Source: an optimization exercise on an open RTL-to-GDS flow (aim: small area, a short achievable clock period and few clock cycles). Production flows keep margins and buffers that such runs may drop.
Only simulation tests tie the RTL to the original design; equivalence was not proved.
No activity file was given, so power comes from the tool's default toggle rates.

==> design/flow/design.v <==
module bkt_crc8 (
    input  wire [15:0] crc_in,
    input  wire [7:0]  data,
    output reg  [15:0] crc_out
);
    integer i;
    reg [15:0] c;
    always @* begin
        c = crc_in ^ {data, 8'h00};
        for (i = 0; i < 8; i = i + 1)
            c = c[15] ? ((c << 1) ^ 16'h1021) : (c << 1);
        crc_out = c;
    end
endmodule
module bkt_tape (
    input  wire        clk,
    input  wire        rst,            
    input  wire        cmd_valid,
    output wire        cmd_ready,
    input  wire [31:0] cmd_data,
    output reg         rsp_valid,
    output reg  [2:0]  rsp_code,
    output reg  [31:0] rsp_data,
    output reg         rsp_byte_valid,
    output reg  [1:0]  rsp_byte_seg,
    output reg  [7:0]  rsp_byte
);
    localparam [2:0] R_OK = 3'd0, R_ILLEGAL = 3'd1, R_BADARG = 3'd2,
                     R_SEQ = 3'd3, R_FATAL = 3'd4;
    localparam [3:0] PH_IDLE = 4'd0, PH_FIND_PILOT = 4'd1, PH_PILOT_FOUND = 4'd2,
                     PH_PILOT_FOUND2 = 4'd3, PH_HEADER_MARKER = 4'd4,
                     PH_READ_HEADER = 4'd5, PH_BODY_MARKER = 4'd6, PH_READ_DATA = 4'd7,
                     PH_CKSUM = 4'd8, PH_END_TRAILER = 4'd9, PH_DONE = 4'd10,
                     PH_FATAL = 4'd15;
    localparam [2:0] E_CALIBRATION = 3'd1, E_MARKER = 3'd2, E_BIT_TIMING = 3'd3,
                     E_PROTOCOL = 3'd4, E_TRUNCATED = 3'd5;
    localparam [2:0] MS_NONE = 3'd0, MS_LEAD = 3'd1, MS_MID = 3'd2, MS_FINAL = 3'd3,
                     MS_SYNC1 = 3'd4, MS_SYNC0 = 3'd5;
    localparam [15:0] P_FIC_STD   = 16'd4;
    localparam [15:0] P_MLEN_HDR  = 16'd2;
    localparam [15:0] P_MLEN_BODY = 16'd2;
    localparam [15:0] P_MLEN_END  = 16'd2;
    reg [3:0]  tp_phase;
    reg [2:0]  tp_err;
    reg [2:0]  tp_warn;
    reg [31:0] tp_pn;
    reg [63:0] tp_ps;
    reg [31:0] tp_l0h;
    reg [31:0] tp_cut;
    reg [7:0]  tp_acc;
    reg [2:0]  tp_bitcnt;
    reg        tp_syncph;
    reg [15:0] tp_rem;
    reg [2:0]  tp_msub;
    reg [15:0] tp_mcnt;
    reg [15:0] tp_mfic;
    reg        tp_mlenient;
    reg [4:0]  tp_hcnt;
    reg [16:0] tp_bcnt;
    reg [1:0]  tp_ccnt;
    reg [15:0] tp_start_addr;
    reg [15:0] tp_length;
    reg [15:0] tp_ckread;
    reg [15:0] tp_sum;
    reg [1:0]  tp_ckstat;
    reg [7:0]  hb0, hb1, hb2, hb3;    
    reg [15:0] crc;
    reg [15:0] sum;
    reg [15:0] cfg_fic_std, cfg_fic_end, cfg_mlen_hdr, cfg_mlen_body, cfg_mlen_end, cfg_dbg;
    reg        cfg_end_lenient;
    reg        busy;
    reg        dv_stage;         
    reg [5:0]  dv_cnt;
    reg [31:0] dv_rem;
    reg [31:0] dv_num;
    reg [31:0] dv_den;
    reg [31:0] dv_q;
    assign cmd_ready = !busy;
    wire        cmd_fire = cmd_valid && cmd_ready;
    wire [7:0]  opc  = cmd_data[31:24];
    wire [23:0] p    = cmd_data[23:0];
    wire [7:0]  b8   = cmd_data[7:0];
    wire [15:0] w16  = cmd_data[15:0];
    wire        rsv_n   = cmd_data[23:0] != 24'd0;
    wire        rsv_b8  = cmd_data[23:8] != 16'd0;
    wire        rsv_w16 = cmd_data[23:16] != 8'd0;
    wire [31:0] p200 = p * 8'd200;
    wire [31:0] p250 = p * 8'd250;
    wire [34:0] l0h7 = tp_l0h * 3'd7;
    wire        one_p      = {8'd0, p} > tp_cut;
    wire        zero_p     = !one_p;
    wire        guard_p    = {3'd0, p250} > l0h7;
    wire        long_ok    = {3'd0, p200} >= l0h7;
    wire [16:0] fic2m1     = {tp_mfic, 1'b0} - 17'd1;
    wire [48:0] lead_rhs   = fic2m1 * tp_l0h;
    wire        lead_ok    = {17'd0, p200} >= lead_rhs;
    wire [56:0] pl_lhs     = {tp_pn, 1'b0} * p;
    wire [66:0] pl_rhs     = tp_ps * 3'd7;
    wire        pilot_long = (tp_pn >= 32'd200) && ({10'd0, pl_lhs} > pl_rhs);
    wire        mk_viol = (tp_msub == MS_LEAD  && !lead_ok) ||
                          (tp_msub == MS_FINAL && !long_ok) ||
                          (tp_msub == MS_SYNC1 && !one_p)   ||
                          (tp_msub == MS_SYNC0 && !zero_p);
    wire [7:0]  acc_next = {tp_acc[6:0], one_p};
    wire [15:0] crc_byte_out, crc_mark_out;
    bkt_crc8 u_crc_byte (.crc_in(crc),      .data(b8), .crc_out(crc_byte_out));
    bkt_crc8 u_crc_mark (.crc_in(16'hCDB4), .data(b8), .crc_out(crc_mark_out));
    wire [16:0] add_b   = {1'b0, sum} + {9'd0, b8};
    wire [15:0] add_b_r = add_b[16] ? add_b[15:0] + 16'd1 : add_b[15:0];
    wire [16:0] add_w   = {1'b0, sum} + {1'b0, w16};
    wire [15:0] add_w_r = add_w[16] ? add_w[15:0] + 16'd1 : add_w[15:0];
    wire [16:0] tsum_b  = {1'b0, tp_sum} + {9'd0, acc_next};
    wire [15:0] tsum_r  = tsum_b[16] ? tsum_b[15:0] + 16'd1 : tsum_b[15:0];
    wire [70:0] ps100    = tp_ps * 7'd100;
    wire [32:0] dv_trial = {dv_rem, dv_num[31]};
    wire        dv_ge    = dv_trial >= {1'b0, dv_den};
    wire [32:0] dv_diff  = dv_trial - {1'b0, dv_den};
    wire [31:0] dv_rem_n = dv_ge ? dv_diff[31:0] : dv_trial[31:0];
    wire [31:0] dv_q_n   = {dv_q[30:0], dv_ge};
    wire [32:0] dv_2r    = {dv_rem_n, 1'b0};
    wire        dv_up    = (dv_2r > {1'b0, dv_den}) || (dv_2r == {1'b0, dv_den} && dv_q_n[0]);
    wire [31:0] dv_res   = dv_q_n + {31'd0, dv_up};
    wire [32:0] l0h2     = {dv_res, 1'b0};
    reg        rd_ok;
    reg [31:0] rd_val;
    always @* begin
        rd_ok  = 1'b1;
        rd_val = 32'd0;
        case (cmd_data[7:0])
            8'h10: rd_val = {28'd0, tp_phase};
            8'h11: rd_val = {29'd0, tp_err};
            8'h12: rd_val = {29'd0, tp_warn};
            8'h13: rd_val = tp_pn;
            8'h14: rd_val = tp_ps[31:0];
            8'h15: rd_val = tp_ps[63:32];
            8'h16: rd_val = tp_l0h;
            8'h17: rd_val = tp_cut;
            8'h18: rd_val = {24'd0, tp_acc};
            8'h19: rd_val = {29'd0, tp_bitcnt};
            8'h1A: rd_val = {31'd0, tp_syncph};
            8'h1B: rd_val = {16'd0, tp_rem};
            8'h1C: rd_val = {29'd0, tp_msub};
            8'h1D: rd_val = {16'd0, tp_mcnt};
            8'h1E: rd_val = {16'd0, tp_mfic};
            8'h1F: rd_val = {31'd0, tp_mlenient};
            8'h20: rd_val = {27'd0, tp_hcnt};
            8'h21: rd_val = {15'd0, tp_bcnt};
            8'h22: rd_val = {30'd0, tp_ccnt};
            8'h23: rd_val = {16'd0, tp_start_addr};
            8'h24: rd_val = {16'd0, tp_length};
            8'h25: rd_val = {16'd0, tp_ckread};
            8'h26: rd_val = {16'd0, tp_sum};
            8'h27: rd_val = {30'd0, tp_ckstat};
            8'h50: rd_val = {16'd0, crc};
            8'h58: rd_val = {16'd0, sum};
            8'h70: rd_val = {16'd0, cfg_fic_std};
            8'h71: rd_val = {16'd0, cfg_fic_end};
            8'h72: rd_val = {16'd0, cfg_mlen_hdr};
            8'h73: rd_val = {16'd0, cfg_mlen_body};
            8'h74: rd_val = {16'd0, cfg_mlen_end};
            8'h75: rd_val = {31'd0, cfg_end_lenient};
            8'h76: rd_val = {16'd0, cfg_dbg};
            default: rd_ok = 1'b0;
        endcase
    end
    task automatic tape_clear;
        begin
            tp_err <= 3'd0;  tp_warn <= 3'd0;  tp_pn <= 32'd0;  tp_ps <= 64'd0;
            tp_l0h <= 32'd0; tp_cut <= 32'd0;  tp_acc <= 8'd0;  tp_bitcnt <= 3'd0;
            tp_syncph <= 1'b0; tp_rem <= 16'd0; tp_msub <= MS_NONE; tp_mcnt <= 16'd0;
            tp_mfic <= 16'd0; tp_mlenient <= 1'b0; tp_hcnt <= 5'd0; tp_bcnt <= 17'd0;
            tp_ccnt <= 2'd0; tp_start_addr <= 16'd0; tp_length <= 16'd0;
            tp_ckread <= 16'd0; tp_sum <= 16'd0; tp_ckstat <= 2'd0;
        end
    endtask
    task automatic respond(input [2:0] code, input [31:0] data);
        begin
            rsp_valid <= 1'b1;
            rsp_code  <= code;
            rsp_data  <= data;
        end
    endtask
    task automatic fatal(input [2:0] kind);
        begin
            tp_phase <= PH_FATAL;
            tp_err   <= kind;
            respond(R_FATAL, {25'd0, kind, PH_FATAL});
        end
    endtask
    task automatic full_reset;
        begin
            tape_clear;
            tp_phase <= PH_IDLE;
            crc <= 16'hFFFF;
            sum <= 16'd0;
            cfg_fic_std <= P_FIC_STD;   cfg_fic_end <= 16'd9;
            cfg_mlen_hdr <= P_MLEN_HDR; cfg_mlen_body <= P_MLEN_BODY;
            cfg_mlen_end <= P_MLEN_END; cfg_end_lenient <= 1'b1; cfg_dbg <= 16'd0;
            busy <= 1'b0;
        end
    endtask
    reg [3:0] ph_n;
    always @(posedge clk) begin
        ph_n = tp_phase;
        rsp_valid      <= 1'b0;
        rsp_byte_valid <= 1'b0;
        if (rst) begin
            full_reset;
            rsp_code <= 3'd0;
            rsp_data <= 32'd0;
            rsp_byte_seg <= 2'd0;
            rsp_byte <= 8'd0;
        end else if (busy) begin
            dv_rem <= dv_rem_n;
            dv_num <= {dv_num[30:0], 1'b0};
            dv_q   <= dv_q_n;
            dv_cnt <= dv_cnt - 6'd1;
            if (dv_cnt == 6'd1) begin
                if (!dv_stage) begin
                    tp_l0h   <= dv_res;
                    dv_stage <= 1'b1;
                    dv_cnt   <= 6'd32;
                    dv_rem   <= {31'd0, l0h2[32]};
                    dv_num   <= l0h2[31:0];
                    dv_den   <= 32'd125;
                    dv_q     <= 32'd0;
                end else begin
                    tp_cut   <= dv_res;
                    tp_phase <= PH_PILOT_FOUND;
                    busy     <= 1'b0;
                    respond(R_OK, {25'd0, 3'd0, PH_PILOT_FOUND});
                end
            end
        end else if (cmd_fire) begin
            case (opc)
            8'h00:  
                if (rsv_n) respond(R_ILLEGAL, 32'd0);
                else       respond(R_OK, 32'd0);
            8'h01:  
                if (rsv_n) respond(R_ILLEGAL, 32'd0);
                else begin
                    full_reset;
                    respond(R_OK, 32'd0);
                end
            8'h02:  
                if (rsv_b8)      respond(R_ILLEGAL, 32'd0);
                else if (rd_ok)  respond(R_OK, rd_val);
                else             respond(R_BADARG, 32'd0);
            8'h03: begin  
                if (cmd_data[23:16] > 8'd6 ||
                    (cmd_data[23:16] <= 8'd1 && w16 == 16'd0) ||
                    (cmd_data[23:16] == 8'd5 && w16 > 16'd1))
                    respond(R_BADARG, 32'd0);
                else begin
                    case (cmd_data[18:16])
                        3'd0: cfg_fic_std     <= w16;
                        3'd1: cfg_fic_end     <= w16;
                        3'd2: cfg_mlen_hdr    <= w16;
                        3'd3: cfg_mlen_body   <= w16;
                        3'd4: cfg_mlen_end    <= w16;
                        3'd5: cfg_end_lenient <= w16[0];
                        default: cfg_dbg      <= w16;
                    endcase
                    respond(R_OK, 32'd0);
                end
            end
            8'h10:  
                if (rsv_n) respond(R_ILLEGAL, 32'd0);
                else begin
                    tape_clear;
                    tp_phase <= PH_FIND_PILOT;
                    respond(R_OK, {25'd0, 3'd0, PH_FIND_PILOT});
                end
            8'h11: begin  
                if (p == 24'd0)
                    respond(R_BADARG, 32'd0);
                else if (tp_phase == PH_IDLE || tp_phase == PH_FATAL)
                    respond(R_SEQ, 32'd0);
                else if (tp_phase == PH_DONE)
                    respond(R_OK, {25'd0, tp_err, tp_phase});
                else begin
                    case (tp_phase)
                    PH_FIND_PILOT: begin
                        if (pilot_long) begin
                            busy     <= 1'b1;
                            dv_stage <= 1'b0;
                            dv_cnt   <= 6'd32;
                            dv_rem   <= ps100[63:32];
                            dv_num   <= ps100[31:0];
                            dv_den   <= tp_pn;
                            dv_q     <= 32'd0;
                        end else if (tp_pn == 32'hFFFF_FFFF) begin
                            fatal(E_CALIBRATION);
                        end else begin
                            tp_ps <= tp_ps + {40'd0, p};
                            tp_pn <= tp_pn + 32'd1;
                            respond(R_OK, {25'd0, tp_err, ph_n});
                        end
                    end
                    PH_PILOT_FOUND: begin
                        if (!one_p) tp_warn[0] <= 1'b1;
                        tp_phase <= PH_PILOT_FOUND2;
                        respond(R_OK, {25'd0, tp_err, PH_PILOT_FOUND2});
                    end
                    PH_PILOT_FOUND2: begin
                        if (!zero_p) tp_warn[1] <= 1'b1;
                        tp_msub     <= MS_LEAD;
                        tp_mfic     <= cfg_fic_std;
                        tp_mcnt     <= cfg_mlen_hdr;
                        tp_mlenient <= 1'b0;
                        tp_phase    <= PH_HEADER_MARKER;
                        respond(R_OK, {25'd0, tp_err, PH_HEADER_MARKER});
                    end
                    PH_HEADER_MARKER, PH_BODY_MARKER, PH_END_TRAILER: begin
                        if (mk_viol && !tp_mlenient) begin
                            fatal(E_MARKER);
                        end else begin
                            if (mk_viol) tp_warn[2] <= 1'b1;
                            case (tp_msub)
                                MS_LEAD:  tp_msub <= (tp_mcnt != 16'd0) ? MS_MID : MS_FINAL;
                                MS_MID: begin
                                    tp_mcnt <= tp_mcnt - 16'd1;
                                    if (tp_mcnt == 16'd1) tp_msub <= MS_FINAL;
                                end
                                MS_FINAL: tp_msub <= MS_SYNC1;
                                MS_SYNC1: tp_msub <= MS_SYNC0;
                                default: begin
                                    tp_msub <= MS_NONE;
                                    if (tp_phase == PH_HEADER_MARKER) begin
                                        ph_n = PH_READ_HEADER;
                                        tp_rem <= 16'd20;
                                    end else if (tp_phase == PH_BODY_MARKER) begin
                                        if (tp_length == 16'd0) begin
                                            ph_n = PH_CKSUM;
                                            tp_rem <= 16'd2;
                                        end else begin
                                            ph_n = PH_READ_DATA;
                                            tp_rem <= tp_length;
                                        end
                                    end else begin
                                        ph_n = PH_DONE;
                                    end
                                    tp_acc <= 8'd0;  tp_bitcnt <= 3'd0;  tp_syncph <= 1'b0;
                                end
                            endcase
                            tp_phase <= ph_n;
                            respond(R_OK, {25'd0, tp_err, ph_n});
                        end
                    end
                    default: begin  
                        if (guard_p) begin
                            fatal(E_BIT_TIMING);
                        end else if (!tp_syncph) begin
                            tp_syncph <= 1'b1;
                            if (tp_bitcnt == 3'd7) begin
                                tp_acc    <= 8'd0;
                                tp_bitcnt <= 3'd0;
                                tp_rem    <= tp_rem - 16'd1;
                                rsp_byte_valid <= 1'b1;
                                rsp_byte       <= acc_next;
                                if (tp_phase == PH_READ_HEADER) begin
                                    rsp_byte_seg <= 2'd0;
                                    case (tp_hcnt)
                                        5'd0: hb0 <= acc_next;
                                        5'd1: hb1 <= acc_next;
                                        5'd2: hb2 <= acc_next;
                                        5'd3: hb3 <= acc_next;
                                        default: ;
                                    endcase
                                    tp_hcnt <= tp_hcnt + 5'd1;
                                end else if (tp_phase == PH_READ_DATA) begin
                                    rsp_byte_seg <= 2'd1;
                                    tp_bcnt <= tp_bcnt + 17'd1;
                                    tp_sum  <= tsum_r;
                                end else begin
                                    rsp_byte_seg <= 2'd2;
                                    if (tp_ccnt == 2'd0) tp_ckread[7:0]  <= acc_next;
                                    else                 tp_ckread[15:8] <= acc_next;
                                    tp_ccnt <= tp_ccnt + 2'd1;
                                end
                            end else begin
                                tp_acc    <= acc_next;
                                tp_bitcnt <= tp_bitcnt + 3'd1;
                            end
                            respond(R_OK, {25'd0, tp_err, ph_n});
                        end else if (!zero_p) begin
                            fatal(E_PROTOCOL);
                        end else begin
                            tp_syncph <= 1'b0;
                            if (tp_rem == 16'd0) begin
                                if (tp_phase == PH_READ_HEADER) begin
                                    tp_start_addr <= {hb1, hb0};
                                    tp_length     <= {hb3, hb2};
                                    ph_n = PH_BODY_MARKER;
                                    tp_msub     <= MS_LEAD;
                                    tp_mfic     <= cfg_fic_std;
                                    tp_mcnt     <= cfg_mlen_body;
                                    tp_mlenient <= 1'b0;
                                end else if (tp_phase == PH_READ_DATA) begin
                                    ph_n = PH_CKSUM;
                                    tp_rem <= 16'd2;
                                    tp_acc <= 8'd0;  tp_bitcnt <= 3'd0;
                                end else begin
                                    tp_ckstat   <= {tp_ckread == tp_sum, 1'b1};
                                    ph_n = PH_END_TRAILER;
                                    tp_msub     <= MS_LEAD;
                                    tp_mfic     <= cfg_fic_end;
                                    tp_mcnt     <= cfg_mlen_end;
                                    tp_mlenient <= cfg_end_lenient;
                                end
                                tp_phase <= ph_n;
                            end
                            respond(R_OK, {25'd0, tp_err, ph_n});
                        end
                    end
                    endcase
                end
            end
            8'h12:  
                if (rsv_n) respond(R_ILLEGAL, 32'd0);
                else if (tp_phase == PH_IDLE || tp_phase == PH_FATAL) respond(R_SEQ, 32'd0);
                else if (tp_phase == PH_DONE) respond(R_OK, {25'd0, tp_err, tp_phase});
                else if (tp_phase == PH_FIND_PILOT) fatal(E_CALIBRATION);
                else fatal(E_TRUNCATED);
            8'h30:  
                if (rsv_n) respond(R_ILLEGAL, 32'd0);
                else begin
                    crc <= 16'hFFFF;
                    respond(R_OK, 32'h0000FFFF);
                end
            8'h31:  
                if (rsv_b8) respond(R_ILLEGAL, 32'd0);
                else begin
                    crc <= crc_byte_out;
                    respond(R_OK, {16'd0, crc_byte_out});
                end
            8'h32:  
                if (rsv_b8) respond(R_ILLEGAL, 32'd0);
                else begin
                    crc <= crc_mark_out;
                    respond(R_OK, {16'd0, crc_mark_out});
                end
            8'h33:  
                if (rsv_w16) respond(R_ILLEGAL, 32'd0);
                else         respond(R_OK, {31'd0, crc == w16});
            8'h40:  
                if (rsv_n) respond(R_ILLEGAL, 32'd0);
                else begin
                    sum <= 16'd0;
                    respond(R_OK, 32'd0);
                end
            8'h41:  
                if (rsv_b8) respond(R_ILLEGAL, 32'd0);
                else begin
                    sum <= add_b_r;
                    respond(R_OK, {16'd0, add_b_r});
                end
            8'h42:  
                if (rsv_w16) respond(R_ILLEGAL, 32'd0);
                else begin
                    sum <= add_w_r;
                    respond(R_OK, {16'd0, add_w_r});
                end
            8'h43:  
                if (rsv_w16) respond(R_ILLEGAL, 32'd0);
                else         respond(R_OK, {31'd0, sum == w16});
            default:
                respond(R_ILLEGAL, 32'd0);
            endcase
        end
    end
endmodule
==> design/flow/run.sh <==
#!/bin/bash
# synth_recipe.tcl (not shown) runs the flow's synth.tcl, then flattens the netlist and writes it again
# the make line also repeats each setting of config.mk as NAME=value (left out here)
make -C /OpenROAD-flow-scripts/flow DESIGN_CONFIG=/design/flow/config.mk WORK_HOME=/design/flow/orfs CLKGATE_MAP_FILE= SYNTH_SCRIPT=/design/flow/synth_recipe.tcl finish
==> design/flow/config.mk <==
export PLATFORM = sky130hd
export DESIGN_NAME = bkt_tape
export DESIGN_NICKNAME = bkt_tape
export VERILOG_FILES = /design/flow/design.v
export SDC_FILE = /design/flow/constraint.sdc
export NUM_CORES = 4
export LEC_CHECK = 0
export CAP_MARGIN = 20
export CORE_MARGIN = 2
export CORE_UTILIZATION = 40
export PLACE_DENSITY = 0.6
export SLEW_MARGIN = 20
==> design/flow/constraint.sdc <==
create_clock -name core_clock -period 15.0 [get_ports {clk}]
set_input_delay 3.0000 -clock core_clock [delete_from_list [all_inputs] [get_ports {clk}]]
set_output_delay 3.0000 -clock core_clock [all_outputs]
set_load 0.01 [all_outputs]
==> summary.txt <==
Detailed routing
  • DR vias/cell: a little under 6
  • Initial drt markers: ~9600
  • WL final: 398000 um
  • WL/cell: 25.3 um
  • Via count: 90600
  • Routed Antenna Nets: 0
  • First-pass DRT Iterations: 8
  • DRC Markers: 0

GRT
  • GRT Max-Usage Layer: met2
  • Largest net degree at the start of global routing: approximately 140
  • Initial antenna violation count: 40
  • GRT met3 Usage: 7.46%
  • Vias in the first global route: 88600
  • Met2 Track Usage GR: 44.7%
  • GR Util All Layers: 30.1%
  • Grt total ovfl: 0
  • Met1 Track Usage GR: between 40 and 50%
  • First-pass GRT wire length: 591000 um

Hold path
  • Worst Hold Class: flip-flop to flip-flop

Placed design
  • Number of I/O port buffers: 82
  • Post-DP HPWL: 315000 um
  • RePlAce Congestion: 1.05

Cells and area
  • Nets: 14700
  • Filler instances: 25900
  • P&R area growth vs syn: 7.72%
  • Share of cells above drive strength 1: under 10%

Die
  • Site Rows: approximately 190
  • Die H: 511 um
  • Core area: 256000 sq um
  • Die area: 262000 sq um
  • Starting density of the core: 40.2%
  • IO Pins: 83
  • Die W: 511 um

Synth
  • Seq/Total Area, Yosys: roughly 15%
  • Cell taking the most area after synthesis: fa_1
  • Synth top area cells: fa_1 (27%), ha_1 (13%), dfxtp_1 (9.7%)
  • Ys async rst share: 0%
  • Synth Instances: 12400
  • Ys Warns: 2
  • Synth Cell Area: 103000 sq um
  • Mapped Avg Cell Area: ~8.3 sq um
  • Primary FF master, synth: dfxtp_1
  • Seq cells post-synth: 666
  • Top cell type's share of synthesized area: 26.6%
  • Syn_nets: 14800
  • Post-synth EDFFs: between 150 and 200
  • Netlist cell types: 109

Setup path
  • Max FO, Critical Path: 32
  • CP most frequent cell: fa_1
  • CP max stage delay: ~0.55 ns
  • CP max stage cell: fa_1
  • Critical path arrival: 14.48 ns
  • Setup Crit Path Kind: primary input to flip-flop
  • Critical Path RT: 15.40 ns
  • Worst setup EP type: flip-flop
  • Crit start category: primary input

Timing
  • Final hold violation count: 0
  • Max Fclk: between 70 and 80 MHz
  • Worst Hold Slack: ~0.45 ns
  • Slew headroom: approximately 15%
  • # setup viols final: 0
  • Fin crit share: roughly 94%
  • Min cycle time layout: 14.08 ns
  • Worst-Margin Slew: 1.26 ns
  • Pins over their slew limit: 0
  • Setup TNS: 0 ns
  • RSZ-0062 raised after global routing: no
  • Max Clock Skew: 0.0407 ns

Power
  • Cell Pwr Density: 52.2 nW/um^2
  • LEAKAGE: 52.4 nW
  • Peak VDD IR: just under 0.08 mV

Clock network
  • CTS tree: done
  • Max clock buf depth: 3
  • Post-CTS Setup Inserts: 0
  • Clock Sinks: about 670
  • H-Tree Depth: 3
  • Clock root cell: clkbuf_16
  • Skew-Pair Late Insertion Delay: between 0.7 and 0.8 ns
  • Worst-path clk slew: 0.06 ns
  • Cts bufs inserted: 76

Outcome
  • Status: complete, no violations

Job
  • Maxcap violations: 0
==> cell type report <==
| cell class | count | area [sq um] | share of cell area, % |
|---|---|---|---|
| Antenna cell | 13 | 32.5 | 0.0293 |
| Clock buffer | 105 | 2150 | 1.94 |
| Clock inverter | 34 | 475 | 0.428 |
| Inverter | 1904 | 7150 | 6.44 |
| Multi-Input combinational cell | 9224 | 79000 | 71.2 |
| Sequential cell | 666 | 15000 | 13.5 |
| Tap cell | 3384 | 4230 | 3.82 |
| Timing Repair Buffer | 375 | 2970 | 2.67 |
==> cell families (layout without fill, tap and decap cells) <==
family	Yosys count	in the layout	synth area share, %
simple gates	3831	3831	16.9
buf+inv	2485	2418	9.13
fa+ha+maj	2398	2398	39.1
compound gates	2363	2363	14.8
flops	666	666	14.5
xor+xnor	529	529	4.50
mux	103	103	1.03
other cells	0	13	0
==> cells in the final DEF, fill, tap and decap left out, types with 34 or more instances in the layout <==
master,synthesis,layout
nor3_1,153,148
o21bai_1,64,64
fa_1,1368,1368
o21ai_0,411,411
a21o_1,217,217
nand4_1,162,162
a21oi_1,821,817
xor2_1,203,195
o22ai_1,41,41
nor4_1,47,46
buf_4,3,288
and3_1,98,98
xnor2_1,326,318
ha_1,1030,1030
a31oi_1,53,52
a222oi_1,34,34
a211oi_1,54,53
dfxtp_1,501,498
a22o_1,54,54
clkdlybuf4s50_1,0,57
mux2i_1,76,76
o211ai_1,78,78
o21a_1,55,55
or3_1,64,64
nand2b_1,79,78
a221oi_1,52,52
inv_1,1892,1892
and2_1,291,290
edfxtp_1,165,165
nand2_1,1773,1771
nor2_1,739,726
nand3_1,222,222
clkbuf_16,0,77
nor2b_1,82,81
a22oi_1,115,115
==> repair_timing <==
| item | in CTS | in global routing |
|---|---|---|
| hold buffers | 0 | 0 |
| gates resized for setup | 0 | 1 |
| setup endpoints to repair | 0 | 51 |
==> critical path: cells and delay by family <==
| kind | cells | cell delay [ns] |
|---|---|---|
| compound gates | 15 | 3.24 |
| buf+inv | 8 | 1.53 |
| xor+xnor | 1 | 0.09 |
| simple gates | 11 | 2.26 |
| fa+ha+maj | 9 | 4.27 |
==> cell usage after synthesis (19+ instances only) <==
cell type  number
a211oi_1       54
a21o_1        217
a21oi_1       821
a221oi_1       52
a222oi_1       34
a22o_1         54
a22oi_1       115
a31o_1         21
a31o_2         20
a31oi_1        53
and2_1        291
and3_1         98
buf_1          33
buf_2          20
clkbuf_1      520
dfxtp_1       501
edfxtp_1      165
fa_1         1368
ha_1         1030
inv_1        1892
mux2_2         27
mux2i_1        76
nand2_1      1773
nand2b_1       79
nand3_1       222
nand3b_1       19
nand4_1       162
nor2_1        739
nor2b_1        82
nor3_1        153
nor4_1         47
o211ai_1       78
o21a_1         55
o21ai_0       411
o21ai_1        19
o21bai_1       64
o22ai_1        41
o31ai_1        35
or2_2          20
or3_1          64
or4_1          24
xnor2_1       326
xor2_1        203
==> per-layer routing <==
metal | part of all wire, % | vias to the layer above
li1 | - | 40500
met5 | 0.019 | -
met4 | 5.2 | 12
met3 | 11 | 798
met1 | 42 | 44900
met2 | 42 | 4361
==> stage by stage <==
step	area (sq um)	instances	util [%]	setup WS [ns]	power, mW
4_1_cts	111000	15700	43.2	0.855	5.79
3_5_place_dp	108000	15600	42.2	0.157	3.79
3_3_place_gp	108000	15600	42.2	0.307	3.78
6_report	111000	15700	43.3	0.925	5.80
5_1_grt	111000	15700	43.3	0.0470	6.12
2_1_floorplan	103000	12400	-	0.00491	3.22
==> where the power goes <==
part           switching, mW  internal, mW
Clock                  0.875          1.14
Combinational           1.18         0.768
Sequential          0.000345          1.83
Total                   2.06          3.74
==> sequential cells by signal, indices dropped and copies added, names as in the netlist, 31 cells and up <==
name / cells
tp_cut: 32
dv_rem: 32
dv_den: 32
tp_l0h: 32
dv_num: 31
dv_q: 31
tp_pn: 32
tp_ps: 64
rsp_data: 32
==> path summary, 6_finish.rpt <==
path	from	depth (start not counted)	to	slack, ns
worst min register to register	cfg_dbg[11]$_SDFFE_PP0P_	2	cfg_dbg[11]$_SDFFE_PP0P_	0.45
worst max register to register	tp_pn[1]$_SDFFE_PP0P_	46	dv_den[14]$_SDFFCE_PP0P_	2.24
worst min-delay path	cfg_dbg[11]$_SDFFE_PP0P_	2	cfg_dbg[11]$_SDFFE_PP0P_	0.45
worst max-delay path	cmd_data[4]	44	dv_den[14]$_SDFFCE_PP0P_	0.92
Testbench counts, summed over its fixed seeds: cycles 63,467.

[port drivers added, routing unchanged]
The results above use ideal ports. As a check the final layout listed here was re-extracted and re-timed, cells and wires unchanged. Step 1 assumes that a clkbuf_16 drives the clock port and a buf_2 every other input. Step 2 times the ports against the registers' clock, not the clock port: input delays grow and output delays shrink by t, the midpoint of the rising clock arrivals with the driver on. Slacks: ideal / step 1 / step 2; pairs: ideal / step 1.
shift t [ns]: 0.809
setup slack, ns: 0.925 / 0.983 / 0.174
worst setup path at the end: input to register
slew at the worst register clock pin (ns): 0.07 / 0.07
worst slew at a driven data input, ns: 0.20
After both steps setup and hold are still met in this run. The setup slack of this run moves by +0.058 ns with the drivers and by -0.751 ns with both steps.
